Context: an optimization exercise on an open-source flow, tuned for small area, a short achievable clock period and few clock cycles. The choices shown serve that exercise and are no tape-out recipe. In this exercise RTL edits were held to simulation tests only and were not proved equivalent to the original.

== the baseline ==
==> flow/design.v (excerpt) <==
module gfrs_enc (
    input  wire        clk,
    input  wire        rst,           
    input  wire        cmd_valid,
    output wire        cmd_ready,
    input  wire [1:0]  cmd_op,        
    input  wire [3:0]  cmd_k,
    input  wire [15:0] cmd_poly,
    input  wire [15:0] cmd_base,
    input  wire [15:0] cmd_n,
    input  wire [7:0]  cmd_t,
    input  wire        in_valid,
    output wire        in_ready,
    input  wire [15:0] in_data,
    output wire        out_valid,
    input  wire        out_ready,
    output wire [11:0] out_data,
    output reg         done,
    output reg  [3:0]  status,
    output reg  [3:0]  einfo,
    output reg         field_valid
);
    localparam OP_INIT = 2'd0;
    localparam OP_ENC  = 2'd1;
    localparam C_OK      = 4'd0;
    localparam C_ILLEGAL = 4'd1;
    localparam C_ARG     = 4'd2;
    localparam C_NOFIELD = 4'd3;
    localparam I_WORDSIZE  = 4'd1;
  ...
Size: about 3,900 cells after synthesis, roughly 310 flip-flops, ~110 I/O pins, ~0.033 mm^2 of cells after synthesis.
==> flow/config.mk <==
export PLATFORM = sky130hd
export DESIGN_NAME = gfrs_enc
export DESIGN_NICKNAME = gfrs_enc
export VERILOG_FILES = /design/flow/design.v
export SDC_FILE = /design/flow/constraint.sdc
export NUM_CORES = 4
export LEC_CHECK = 0
export CAP_MARGIN = 20
export CORE_MARGIN = 2
export CORE_UTILIZATION = 35
export SLEW_MARGIN = 20
==> flow/constraint.sdc <==
create_clock -name core_clock -period 15.0 [get_ports {clk}]
set_input_delay 3.0000 -clock core_clock [delete_from_list [all_inputs] [get_ports {clk}]]
set_output_delay 3.0000 -clock core_clock [all_outputs]
set_load 0.01 [all_outputs]
standard.sh (not shown) runs the stock make flow with config.mk's settings and CLKGATE_MAP_FILE= SYNTH_SCRIPT=/design/flow/synth_recipe.tcl, a recipe that flattens the netlist after the stock synthesis.
==> flow/flow/run.sh <==
#!/bin/bash
set -euo pipefail
bash standard.sh SETUP_SLACK_MARGIN=9 finish > make.log 2>&1
The baseline: no failed stages, no open violations at the end
Testbench counts of the baseline, summed over its fixed seeds: cycles 15,522.
The inputs of the candidate differ from those of the baseline as listed below.
==> flow/run.sh (new file) <==
#!/bin/bash
# synth_recipe.tcl (not shown) runs the flow's synth.tcl, then flattens the netlist and writes it again
# the make line also repeats each setting of config.mk as NAME=value (left out here)
make -C /OpenROAD-flow-scripts/flow DESIGN_CONFIG=/design/flow/config.mk WORK_HOME=/design/flow/orfs CLKGATE_MAP_FILE= SYNTH_SCRIPT=/design/flow/synth_recipe.tcl finish
removed: flow/flow/run.sh
removed: flow/standard.sh
### Flow results
[compare] base=the baseline new=the candidate: overall routed net length increased about 1.2%; global-route usage rose by 0.43 points; maximum fanout along the worst path saw an increase; routed metal-1 wire length stayed essentially flat.

========
Another version of the RTL of gfrs_enc (not shown whole).
Size: ~4000 cells after synthesis, ~330 flip-flops, roughly 34000 sq um of cells after synthesis.
// gfrs_enc
module gfrs_enc (
    input  wire        clk,
    input  wire        rst,           
    input  wire        cmd_valid,
    output wire        cmd_ready,
    input  wire [1:0]  cmd_op,        
    input  wire [3:0]  cmd_k,
    input  wire [15:0] cmd_poly,
    input  wire [15:0] cmd_base,
    input  wire [15:0] cmd_n,
    input  wire [7:0]  cmd_t,
    input  wire        in_valid,
    output wire        in_ready,
    input  wire [15:0] in_data,
    output wire        out_valid,
    input  wire        out_ready,
    output wire [11:0] out_data,
    output reg         done,
    output reg  [3:0]  status,
    output reg  [3:0]  einfo,
    output reg         field_valid
);
export LEC_CHECK = 0
export CAP_MARGIN = 10
export CORE_MARGIN = 2
export CORE_UTILIZATION = 35
export SLEW_MARGIN = 10
create_clock -name core_clock -period 15.0 [get_ports {clk}]
==> flow/flow/run.sh <==
#!/bin/bash
set -euo pipefail
bash standard.sh SETUP_SLACK_MARGIN=10 cts > make_cts.log 2>&1
bash standard.sh SETUP_SLACK_MARGIN=9.5 finish > make.log 2>&1
The first run went through all stages and came out clean.
Testbench counts at the start, summed over its fixed seeds: cycles 15,522.
Next try:
==> flow/flow/run.sh (replaced) <==
#!/bin/bash
set -euo pipefail
bash standard.sh SETUP_SLACK_MARGIN=9.6 cts > make_cts.log 2>&1
bash standard.sh SETUP_SLACK_MARGIN=9.2 finish > make.log 2>&1
CAP_MARGIN = 20   (was 10)
SLEW_MARGIN = 20   (was 10)
=> The changed run finished with timing, DRC and antenna clean. Setup slack gets worse by 0.49 ns. Sequential cell count does not change. Clock skew fell by 0.014 ns. Utilization fell by 1.5 points. Design area fell by a few percent. Cell count fell slightly. Via count fell slightly.
Next try:
==> flow/flow/run.sh (replaced) <==
#!/bin/bash
set -euo pipefail
bash standard.sh SETUP_SLACK_MARGIN=10 cts > make_cts.log 2>&1
bash standard.sh SETUP_SLACK_MARGIN=10 finish > make.log 2>&1
Effect:
- critical path depth grows by 6
- clock-buffer cell count stays the same
- global-route usage falls by 0.18 points
- fmax came out higher by roughly a tenth
- sequential cell count does not change
- sequential share of layout area is lower by 2.1 points
Next try:
==> flow/flow/run.sh (replaced) <==
#!/bin/bash
set -euo pipefail
bash standard.sh SETUP_SLACK_MARGIN=10 cts > make_cts.log 2>&1
bash standard.sh SETUP_SLACK_MARGIN=9.5 finish > make.log 2>&1
Setup slack gets worse by 0.13 ns. Count of clock-buffer cells in the layout stays the same. Hold slack hardly moves. Clock skew stays flat. Via count is lower by a few percent. Synthesized area is unchanged. Global-route usage is unchanged. Cell count is lower by a few percent.

==> static timing again, ports no longer ideal <==
How much do the figures lean on ideal ports? The routed layouts below were timed once more, with nothing changed but the port constraints. Step 1, drivers: a clkbuf_16 drives clk and a buf_2 each remaining input, both assumed. Step 2, shift: input delay + t, output delay - t, t = (earliest + latest rising clock arrival at the registers) / 2. This alone moves slack from input paths to output paths. Slacks: ideal ports / drivers / drivers and shift; pairs: ideal ports / drivers.
run	t, ns	slack for setup (ns)	hold slack, ns	worst data-port slew with drivers (ns)	cell pins on the clock port's net
the baseline	0.661	8.901 / 8.838 / 8.943	0.518 / 0.518 / 0.518	0.05	1
the candidate	0.670	8.115 / 8.115 / 8.115	0.517 / 0.517 / 0.517	0.04	1
the first run of note 2	0.664	9.763 / 9.763 / 9.414	0.488 / 0.488 / 0.488	0.05	1
the second run of note 2	0.657	9.273 / 9.273 / 8.920	0.492 / 0.492 / 0.492	0.05	1
the third run of note 2	0.668	9.896 / 9.896 / 9.485	0.495 / 0.495 / 0.495	0.05	1
the fourth run of note 2	0.670	9.770 / 9.770 / 9.380	0.492 / 0.492 / 0.492	0.05	1
After both steps setup and hold are still met in every run listed. For the third run of note 2, which loses most, drivers alone change the setup slack by 0.000 ns; drivers and shift together by -0.411 ns.
